Context: an optimization exercise on an open-source flow, tuned for small area, a short achievable clock period and few clock cycles. The choices shown serve that exercise and are no tape-out recipe. The RTL was checked by simulation tests, not by an equivalence proof against the original design. Power figures rest on the tool's default switching activity, not on a simulated workload.

== lane 5 ==
// aptb_acf
module aptb_acf (
    input             clk,
    input             rst,           
    input             cmd_valid,
    output            cmd_ready,
    input      [31:0] cmd_word,      
    input      [31:0] cmd_data,      
    input      [31:0] cfg_fs,        
    input      [31:0] cfg_flo,       
    input      [31:0] cfg_fhi,       
    input      [15:0] cfg_tau,       
    output reg        rsp_valid,
    output reg [31:0] rsp_result,
    output reg [7:0]  rsp_err
);
Settings: LEC_CHECK=0, CAP_MARGIN=20, CORE_MARGIN=2, CORE_UTILIZATION=65, SLEW_MARGIN=20; clock period 15.0 ns.
standard.sh (not shown) runs the stock make flow with config.mk's settings and CLKGATE_MAP_FILE= SYNTH_SCRIPT=/design/flow/synth_recipe.tcl, a recipe that flattens the netlist after the stock synthesis.
==> flow/flow/run.sh <==
#!/bin/bash
# The standard layout, with the port buffers made from plain buf_4 cells
# instead of the delay buffer the resizer picks by default.
set -euo pipefail
export BUFFER_PORTS_ARGS="-buffer_cell sky130_fd_sc_hd__buf_4"
bash standard.sh finish > standard_flow.log 2>&1
Testbench counts of lane 5, summed over its fixed seeds: cycles 43,262.
[inputs] lane 4 vs lane 5
--- a/flow/design.v
+++ b/flow/design.v
@@ -120,12 +120,13 @@
     reg [6:0]  lastlag;
     reg        llv;
     reg        dv_ok;
     reg        have_win;
     reg        sw_busy;     
     reg [255:0] F;           
+    reg         f_sh, f_b;   
     reg [255:0] S;           
     reg [255:0] T;           
     wire not_cfg   = !o_init && !cfgd;
     wire push_drop = cnt_zero && qb;
     wire push_fill = cnt_last;
     wire corr_bad  = dhi || (dlag < mp) || (dlag > nh1);
@@ -1383,14 +1384,16 @@
             rsp_valid <= done;
         end
         rsp_result <= r_res;
         rsp_err    <= r_err;
     end
     always @(posedge clk) begin
-        if (do_shift) F <= {F[254:0], qb};
-        if (s_ld)     S <= F;
+        f_sh <= do_shift;
+        f_b  <= qb;
+        if (f_sh) F <= {F[254:0], f_b};
+        if (s_ld) S <= {F[254:0], f_b};
     end
     always @(posedge clk) begin
             if (do_init_start) begin
                 in_run <= 1'b1;
                 in_cnt <= 4'd0;
                 cfgd   <= 1'b0;
@@ -1479,15 +1482,15 @@
                 dv_sh[32:0] <= {2'b0, cfg_fs[22:0], 8'd0};
             end else if (in_run) begin
                 if (in_cnt != 4'd0) dv_sh[32:0] <= in_nr[32:0];
             end else if (newlag_q || do_pred_start) begin
                 dv_busy <= 1'b1;
                 dv_pred <= do_pred_start;
-                dv_cnt  <= 5'd20;
-                dv_rem  <= 7'd0;
-                dv_sh   <= {1'b0, fs_s, 16'd0};
+                dv_cnt  <= 5'd16;
+                dv_rem  <= fs_s[22:16];
+                dv_sh   <= {fs_s[15:0], 24'd0};
                 dv_dv   <= newlag_q ? est_lag : lastlag;
                 dv_l3   <= newlag_q ? {2'd0, est_lag} + {1'b0, est_lag, 1'b0}
                                     : {2'd0, lastlag} + {1'b0, lastlag, 1'b0};
             end else if (dv_busy) begin
                 dv_rem <= dv_rem_n;
                 dv_sh  <= {dv_sh[37:0], dv_qd};
Results
- Diff lane 5..lane 4 | fraction of the yosys area taken by sequential cells | negligible
- When lane 4 is measured against lane 5, its synthesized cell count turns out 48 higher.
- The lower global-route met3 utilization of lane 5 and lane 4 is in lane 4.
- Lane 4 vs lane 5, number of antenna violations at the first check in global routing went down by 2.
- On horizontal die dimension, lane 4 tracks lane 5 almost exactly.
- There was hardly any difference in global-route usage between lane 4 and lane 5.
- Compared with lane 5, lane 4 shows a total instance count after detailed placement that is about 0.9% higher.
- Looking at number of distinct library cell variants in the gate-level netlist after synthesis, lane 4 sits 1 higher than lane 5 does.
- Compared lane 4 against lane 5; starting utilization of the core area within noise.
- For complex-gate fraction of the synthesized area, lane 4 and lane 5 come out practically identical.
- On area of the mapped netlist, lane 5 tracks lane 4 almost exactly.
- Lane 4 never completed, since it errored out during detailed routing.
- Looking at first-pass GRT wire length, lane 4 sits 0.49% above lane 5.
- The synthesized-area fraction occupied by xor and xnor cells of lane 5 and that of lane 4 are within noise of each other.
Testbench counts of lane 4, summed over its fixed seeds: cycles 43,075.


Setup of run a:
Another version of the RTL of aptb_acf (not shown whole).
Size in the first run: roughly 1,200 flip-flops, about 220 I/O pins, about 64,000 um2 of cells after synthesis.
Settings: LEC_CHECK=0, CAP_MARGIN=20, CORE_MARGIN=2, CORE_UTILIZATION=58, SLEW_MARGIN=20; clock period 15.0 ns.
Scripts as last shown in full above: flow/flow/run.sh
Testbench counts of run a, summed over its fixed seeds: cycles 43,075.
diff inputs: run a => run b
--- a/flow/design.v
+++ b/flow/design.v
@@ -114,24 +114,25 @@
     reg        cnt_last;    
     reg [6:0]  est_lag;
     reg [7:0]  est_max;
     reg [7:0]  est_min;
     reg        pe_v;        
     reg        pe_hc;
     reg [6:0]  lastlag;
     reg        llv;
     reg        dv_ok;
     reg        have_win;
     reg        sw_busy;     
     reg [255:0] F;           
+    reg         f_sh, f_b;   
     reg [255:0] S;           
     reg [255:0] T;           
     wire not_cfg   = !o_init && !cfgd;
     wire push_drop = cnt_zero && qb;
     wire push_fill = cnt_last;
     wire corr_bad  = dhi || (dlag < mp) || (dlag > nh1);
     reg        in_run;
     reg [3:0]  in_cnt;
     reg [39:0] dv_sh;
     reg [31:0] mr;
     wire [32:0] in_r = dv_sh[32:0];    
     reg [7:0]  in_q;         
@@ -1377,26 +1378,28 @@
     end
     assign q_free = !q_v || done;
     always @(posedge clk) begin
         if (rst) begin
             rsp_valid <= 1'b0;
         end else begin
             rsp_valid <= done;
         end
         rsp_result <= r_res;
         rsp_err    <= r_err;
     end
     always @(posedge clk) begin
-        if (do_shift) F <= {F[254:0], qb};
-        if (s_ld)     S <= F;
+        f_sh <= do_shift;
+        f_b  <= qb;
+        if (f_sh) F <= {F[254:0], f_b};
+        if (s_ld) S <= {F[254:0], f_b};
     end
     always @(posedge clk) begin
             if (do_init_start) begin
                 in_run <= 1'b1;
                 in_cnt <= 4'd0;
                 cfgd   <= 1'b0;
                 fs_s   <= cfg_fs[22:0];
                 fs_big <= |cfg_fs[31:23];
                 tau_s  <= cfg_tau;
                 in_dov <= 1'b0;
                 in_k   <= 4'd8;
                 in_q   <= 8'd0;
Results
The flip-flop and latch count after synthesis was comparable across run a and run b. Starting DRC count in detailed routing was lower in run a than in run b. Cmp run b vs run a: cell count higher in run b. Status: area taken by flip-flops and latches parity (run a, run b). Summary of run b over run a: clock latency on the worst-skew pair has remained practically unchanged; sequential share of layout area has remained practically unchanged; global-route usage has decreased. Relative to run a, run b improves time the final worst path needs with I/O delays and setup.
Testbench counts of run b, summed over its fixed seeds: cycles 43,075.


== the baseline ==
Another version of the RTL of aptb_acf (not shown whole).
Size in the first run: roughly 220 I/O pins, about 64000 µm² of cells after synthesis.
Settings: LEC_CHECK=0, CAP_MARGIN=20, CORE_MARGIN=2, CORE_UTILIZATION=65, SLEW_MARGIN=20; clock period 15.0 ns.
Scripts as last shown in full above: flow/flow/run.sh
Testbench counts of the baseline, summed over its fixed seeds: cycles 43,262.
## Diff of input files: the candidate against the baseline
diff --git a/flow/design.v b/flow/design.v
--- a/flow/design.v
+++ b/flow/design.v
@@ -120,12 +120,13 @@
     reg [6:0]  lastlag;
     reg        llv;
     reg        dv_ok;
     reg        have_win;
     reg        sw_busy;     
     reg [255:0] F;           
+    reg         f_sh, f_b;   
     reg [255:0] S;           
     reg [255:0] T;           
     wire not_cfg   = !o_init && !cfgd;
     wire push_drop = cnt_zero && qb;
     wire push_fill = cnt_last;
     wire corr_bad  = dhi || (dlag < mp) || (dlag > nh1);
@@ -180,17 +181,16 @@
         for (gj = 0; gj < 256; gj = gj + 1) begin : g_df
             assign df[gj] = (S[gj] ^ T[gj]) & (m_hgt[gj / 16] | (m_heq[gj / 16] & m_lgt[gj % 16]));
         end
     endgenerate
     wire [8:0] sb;
     reg        pa_v, pa_rd, pa_first, pa_last;
-    reg [6:0]  pa_lag;
     reg        pr_v, pr_rd, pr_first, pr_last;
-    reg [6:0]  pr_lag;
     reg        pb_v, pb_rd, pb_first, pb_last;
-    reg [6:0]  pb_lag;
+    reg [6:0]  c_lag;        
+    wire [6:0] pb_lag = pb_first ? mp : c_lag;
     reg [7:0]  pb_d;
     localparam NPQ = 37;   
     reg  [NPQ-1:0] pq;
     reg  [11:0] pr;
     wire ta_0,
          ta_1,
@@ -1236,21 +1236,19 @@
     assign sb = {1'b0, tb_55, tb_54, tb_52, tb_50, pr[4], pr[3], pr[2], pr[0]} + {1'b0, 1'b0, 1'b0, 1'b0, 1'b0, 1'b0, 1'b0, 1'b0, pr[1]};
     always @(posedge clk) begin
         pb_d <= sb[7:0];
         pa_rd <= e_rd;
         pa_first <= !e_run;
         pa_last <= e_last;
-        pa_lag <= off;
         pr_rd <= pa_rd;
         pr_first <= pa_first;
         pr_last <= pa_last;
-        pr_lag <= pa_lag;
         pb_rd <= pr_rd;
         pb_first <= pr_first;
         pb_last <= pr_last;
-        pb_lag <= pr_lag;
+        if (pb_v) c_lag <= pb_lag + 7'd1;
     end
     reg        dv_busy;
     reg [4:0]  dv_cnt;
     reg [6:0]  dv_rem;
     reg        mu_busy;
     reg [3:0]  mu_cnt;
@@ -1386,14 +1384,16 @@
             rsp_valid <= done;
         end
         rsp_result <= r_res;
         rsp_err    <= r_err;
     end
     always @(posedge clk) begin
-        if (do_shift) F <= {F[254:0], qb};
-        if (s_ld)     S <= F;
+        f_sh <= do_shift;
+        f_b  <= qb;
+        if (f_sh) F <= {F[254:0], f_b};
+        if (s_ld) S <= {F[254:0], f_b};
     end
     always @(posedge clk) begin
             if (do_init_start) begin
                 in_run <= 1'b1;
                 in_cnt <= 4'd0;
                 cfgd   <= 1'b0;
### Flow results
- In summary, the candidate completed successfully, with a layout that passed the timing, design-rule and antenna checks.
- Delta (the candidate minus the baseline): clock sink total now sits lower; overall power consumption saw an increase; growth of design area from synthesis to finish decreased 0.15 points.
- Delta (the candidate minus the baseline): final wirelength has increased, combinational cell fraction of total power has increased, via count has remained practically unchanged.
- Looking at the baseline and the candidate, the cell area after layout is a wash.
- Data required time of the worst path came out higher on the candidate than on the baseline.
- The candidate -> the baseline: effective utilization at floorplan flat
Testbench counts of the candidate, summed over its fixed seeds: cycles 43,262.


the reference run:
aptb_acf, a different RTL version from the one above (not shown whole).
Size in the first run: ~5900 cells after synthesis, about 68000 µm² of cells after synthesis.
make LEC_CHECK=0 CAP_MARGIN=20 CORE_MARGIN=2 CORE_UTILIZATION=30 SLEW_MARGIN=20 finish   # period 15.0 ns
run.sh (not shown) runs the stock make flow with config.mk's settings and CLKGATE_MAP_FILE= SYNTH_SCRIPT=/design/flow/synth_recipe.tcl, a recipe that flattens the netlist after the stock synthesis.
Stock flow here: none of the scripts above is used.
Testbench counts of the reference run, summed over its fixed seeds: cycles 42,740.
#### Input delta (the trial run over the reference run)
--- a/flow/design.v
+++ b/flow/design.v
@@ -130,27 +130,30 @@
     localparam E_IDLE = 2'd0, E_LOAD = 2'd1, E_POS = 2'd2, E_DRAIN = 2'd3;
     reg [1:0]  e_st;
     reg        e_rd;         
     reg [6:0]  e_tgt;
     reg [7:0]  off;
     reg [8:0]  vv;           
     reg        rd_run;
     wire [7:0] e_rem  = {1'b0, e_tgt} - off;
     wire       e_feed = (e_st == E_POS) && (off >= {1'b0, e_tgt});
     wire       e_last = e_rd || (off[6:0] == nh1);
-    wire [15:0] m_hgt, m_heq, m_lgt;
+    reg  [15:0] m_hgt, m_heq, m_lgt;
+    reg  [8:0]  vv_n;
     genvar gj;
     generate
         for (gj = 0; gj < 16; gj = gj + 1) begin : g_md
-            assign m_hgt[gj] = (vv[7:4] > gj);
-            assign m_heq[gj] = (vv[7:4] == gj);
-            assign m_lgt[gj] = (vv[3:0] > gj);
+            always @(posedge clk) begin
+                m_hgt[gj] <= (vv_n[7:4] > gj);
+                m_heq[gj] <= (vv_n[7:4] == gj);
+                m_lgt[gj] <= (vv_n[3:0] > gj);
+            end
         end
     endgenerate
     wire [255:0] df;
     generate
         for (gj = 0; gj < 256; gj = gj + 1) begin : g_df
             assign df[gj] = (S[gj] ^ T[gj]) & (m_hgt[gj / 16] | (m_heq[gj / 16] & m_lgt[gj % 16]));
         end
     endgenerate
     wire [4:0] ga [0:15];
     reg  [4:0] gq [0:15];
@@ -1492,22 +1495,22 @@
                     done = 1'b1; r_res = {31'd0, pe_hc};
                 end
                 OP_CORR: begin
                     if (corr_bad) begin
                         done = 1'b1; r_err = E_LAG;
                     end else if (!sw_busy) begin
                         if (!have_win) begin
                             done = 1'b1;
                         end else if (!rd_run) begin
                             do_rd_start = 1'b1;
-                        end else if (pb_v && pb_rd) begin
-                            done = 1'b1; r_res = {24'd0, pb_d};
+                        end else if (pa_v && pa_rd) begin
+                            done = 1'b1; r_res = {24'd0, sb[7:0]};
                         end
                     end
                 end
                 default: begin
                     done = 1'b1; r_err = E_BADCMD;
                 end
                 endcase
             end
         end
     end
@@ -1619,21 +1622,21 @@
         end else begin
             pa_v <= e_feed;
             pb_v <= pa_v;
             case (e_st)
             E_IDLE: begin
                 if (do_fill) begin
                     e_st  <= E_LOAD;
                     e_rd  <= 1'b0;
                     e_tgt <= mp;
                 end else if (do_rd_start) begin
-                    e_st  <= E_LOAD;
+                    e_st  <= E_POS;
                     e_rd  <= 1'b1;
                     e_tgt <= dlag;
                 end
             end
             E_LOAD: e_st <= E_POS;
             E_POS: begin
                 if (e_feed && e_last)
                     e_st <= e_rd ? E_IDLE : E_DRAIN;
             end
             E_DRAIN: begin
@@ -1667,19 +1670,28 @@
     reg [1:0] t_sel;    
     always @(*) begin
         t_sel = 2'd0;
         if (e_st == E_POS) begin
             if (e_feed)                 t_sel = 2'd1;
             else if (e_rem >= 8'd16)    t_sel = 2'd3;
             else if (e_rem >= 8'd4)     t_sel = 2'd2;
             else                        t_sel = 2'd1;
         end
     end
+    always @(*) begin
+        case (t_sel)
+        2'd0:    vv_n = n;
+        2'd1:    vv_n = vv - 9'd1;
+        2'd2:    vv_n = vv - 9'd4;
+        default: vv_n = vv - 9'd16;
+        endcase
+    end
     always @(posedge clk) begin
+        vv <= vv_n;
         case (t_sel)
-        2'd0: begin T <= S;                  off <= 8'd0;          vv <= n;            end
-        2'd1: begin T <= {1'b0, T[255:1]};   off <= off + 8'd1;    vv <= vv - 9'd1;    end
-        2'd2: begin T <= {4'd0, T[255:4]};   off <= off + 8'd4;    vv <= vv - 9'd4;    end
-        default: begin T <= {16'd0, T[255:16]}; off <= off + 8'd16; vv <= vv - 9'd16;  end
+        2'd0: begin T <= S;                  off <= 8'd0;          end
+        2'd1: begin T <= {1'b0, T[255:1]};   off <= off + 8'd1;    end
+        2'd2: begin T <= {4'd0, T[255:4]};   off <= off + 8'd4;    end
+        default: begin T <= {16'd0, T[255:16]}; off <= off + 8'd16; end
         endcase
     end
 endmodule
==> comparison <==
- The trial run: no failed stages, no open violations at the end
- The reference run → the trial run: final core area utilization down 0.16 points; met3 usage in global routing down 1.0 points; die outline height up about 1.1%; path length in cells of the critical path down 2; wire length down 6.3%.
Testbench counts of the trial run, summed over its fixed seeds: cycles 42,204.


aptb_acf, a different RTL version from the one above (not shown whole).
Size in the first run: about 1,300 flip-flops, roughly 220 I/O pins, roughly 67,000 µm² of cells after synthesis.
Settings: LEC_CHECK=0, CAP_MARGIN=20, CORE_MARGIN=2, CORE_UTILIZATION=30, SLEW_MARGIN=20; clock period 15.0 ns.
Testbench counts at the start, summed over its fixed seeds: cycles 42,491.
Rerun with:
--- a/flow/design.v
+++ b/flow/design.v
@@ -1206,36 +1206,41 @@
         pb_first <= pa_first;
         pb_last <= pa_last;
         pb_lag <= pa_lag;
     end
     reg        dv_busy;
     reg [4:0]  dv_cnt;
     reg [6:0]  dv_rem;
     reg [39:0] dv_sh;
     reg        mu_busy;
     reg [3:0]  mu_cnt;
     reg [7:0]  mu_m;
     reg [23:0] mu_acc;
-    reg  [8:0]  dv_l3;       
-    wire [8:0]  dv_t  = {dv_rem, dv_sh[39:38]};
-    wire [9:0]  dv_d1 = {1'b0, dv_t} - {3'd0, est_lag};
-    wire [9:0]  dv_d2 = {1'b0, dv_t} - {2'd0, est_lag, 1'b0};
-    wire [9:0]  dv_d3 = {1'b0, dv_t} - {1'b0, dv_l3};
-    reg  [6:0]  dv_rem_n;
-    reg  [1:0]  dv_qd;
+    reg [6:0]  dv_rem_n;
+    reg [39:0] dv_sh_n;
+    reg [7:0]  dv_t;
+    integer di;
     always @(*) begin
-        if (!dv_d3[9])      begin dv_rem_n = dv_d3[6:0]; dv_qd = 2'd3; end
-        else if (!dv_d2[9]) begin dv_rem_n = dv_d2[6:0]; dv_qd = 2'd2; end
-        else if (!dv_d1[9]) begin dv_rem_n = dv_d1[6:0]; dv_qd = 2'd1; end
-        else                begin dv_rem_n = dv_t[6:0];  dv_qd = 2'd0; end
+        dv_rem_n = dv_rem;
+        dv_sh_n  = dv_sh;
+        for (di = 0; di < 2; di = di + 1) begin
+            dv_t = {dv_rem_n, dv_sh_n[39]};
+            if (dv_t >= {1'b0, est_lag}) begin
+                dv_rem_n = dv_t[6:0] - est_lag;
+                dv_sh_n  = {dv_sh_n[38:0], 1'b1};
+            end else begin
+                dv_rem_n = dv_t[6:0];
+                dv_sh_n  = {dv_sh_n[38:0], 1'b0};
+            end
+        end
     end
     wire c_sw    = pb_v && !pb_rd;
     wire c_newlag = c_sw && (pb_first || (pb_d < est_min));
     wire c_newmax = c_sw && (pb_first || (pb_d > est_max));
     wire [7:0]  mm       = est_max - est_min;
     wire        confident = (est_max != 8'd0) && ({mm, 16'd0} >= mu_acc);
     wire [7:0]  two_lag  = {est_lag, 1'b0};
     wire [7:0]  hc_diff  = (two_lag >= {1'b0, lastlag}) ? two_lag - {1'b0, lastlag}
                                                         : {1'b0, lastlag} - two_lag;
     wire        half_cycle = llv && (hc_diff <= 8'd1);
     wire        pe_fin = (e_st == E_DRAIN) && !pa_v && !pb_v && !dv_busy && !mu_busy;
     reg        done;         
@@ -1448,28 +1453,27 @@
                 if (e_feed && e_last)
                     e_st <= e_rd ? E_IDLE : E_DRAIN;
             end
             E_DRAIN: begin
                 if (pe_fin) e_st <= E_IDLE;
             end
             endcase
             if (c_newlag) begin
                 dv_busy <= 1'b1;
                 dv_cnt  <= 5'd20;
                 dv_rem  <= 7'd0;
                 dv_sh   <= {1'b0, fs_s, 16'd0};
-                dv_l3   <= {2'd0, pb_lag} + {1'b0, pb_lag, 1'b0};
             end else if (dv_busy) begin
                 dv_rem <= dv_rem_n;
-                dv_sh  <= {dv_sh[37:0], dv_qd};
+                dv_sh  <= dv_sh_n;
                 dv_cnt <= dv_cnt - 5'd1;
                 if (dv_cnt == 5'd1) dv_busy <= 1'b0;
             end
             if (c_newmax) begin
                 mu_busy <= 1'b1;
                 mu_cnt  <= 4'd8;
                 mu_m    <= pb_d;
                 mu_acc  <= 24'd0;
             end else if (mu_busy) begin
                 mu_acc <= {mu_acc[22:0], 1'b0} + (mu_m[7] ? {8'd0, tau_s} : 24'd0);
                 mu_m   <= {mu_m[6:0], 1'b0};
                 mu_cnt <= mu_cnt - 4'd1;
Effect:
- synthesized area drops by 0.89%
- clock skew hardly moves
- total power came out lower by 2.1%
- core utilization is lower by 0.30 points
- sequential cell count went down by 11
- synthesized cell count falls by 1.1%
- via count falls by 1.4%
- worst setup slack improves by 55 ps
Testbench counts after the change, summed over its fixed seeds: cycles 42,491.

[separate check: timing with driven ports]
The results above use ideal ports. As a check the final layouts listed here were re-extracted and re-timed, cells and wires unchanged. Step 1: set_driving_cell puts a clkbuf_16 on clk and a buf_2 on each other input, an assumption about the parent block. Step 2 also shifts input and output timing later by t, the mid clock arrival at the registers, as if the neighbouring blocks saw the same clock. a / b / c = ideal / step 1 / step 2; a / b = the first two.
run | t (ns) | setup WS [ns] | hold WS [ns] | latest minus earliest clock arrival (ns) | worst slew at a driven data input, ns
lane 5 | 0.827 | 10.738 / 10.662 / 10.202 | 0.326 / 0.326 / 0.326 | 0.023 / 0.023 | 0.06
run a | 0.816 | 10.282 / 10.282 / 9.969 | 0.321 / 0.321 / 0.321 | 0.029 / 0.029 | 0.07
run b | 0.819 | 10.713 / 10.642 / 9.991 | 0.326 / 0.326 / 0.326 | 0.024 / 0.025 | 0.05
the baseline | 0.825 | 10.670 / 10.594 / 10.270 | 0.324 / 0.324 / 0.324 | 0.042 / 0.041 | 0.07
the candidate | 0.816 | 10.611 / 10.611 / 9.906 | 0.329 / 0.329 / 0.329 | 0.027 / 0.027 | 0.05
the reference run | 0.884 | 7.840 / 7.840 / 7.840 | 0.323 / 0.323 / 0.323 | 0.046 / 0.046 | 0.11
the trial run | 0.880 | 7.703 / 7.703 / 7.703 | 0.325 / 0.325 / 0.325 | 0.046 / 0.046 | 0.07
the first run of note 5 | 0.894 | 9.722 / 9.722 / 9.656 | 0.326 / 0.326 / 0.326 | 0.044 / 0.044 | 0.14
the second run of note 5 | 0.857 | 9.777 / 9.777 / 9.529 | 0.312 / 0.312 / 0.312 | 0.042 / 0.042 | 0.10
After both steps every run listed still meets setup and hold. The setup slack of run b, which loses most, moves by -0.071 ns with the drivers and by -0.722 ns with both steps.
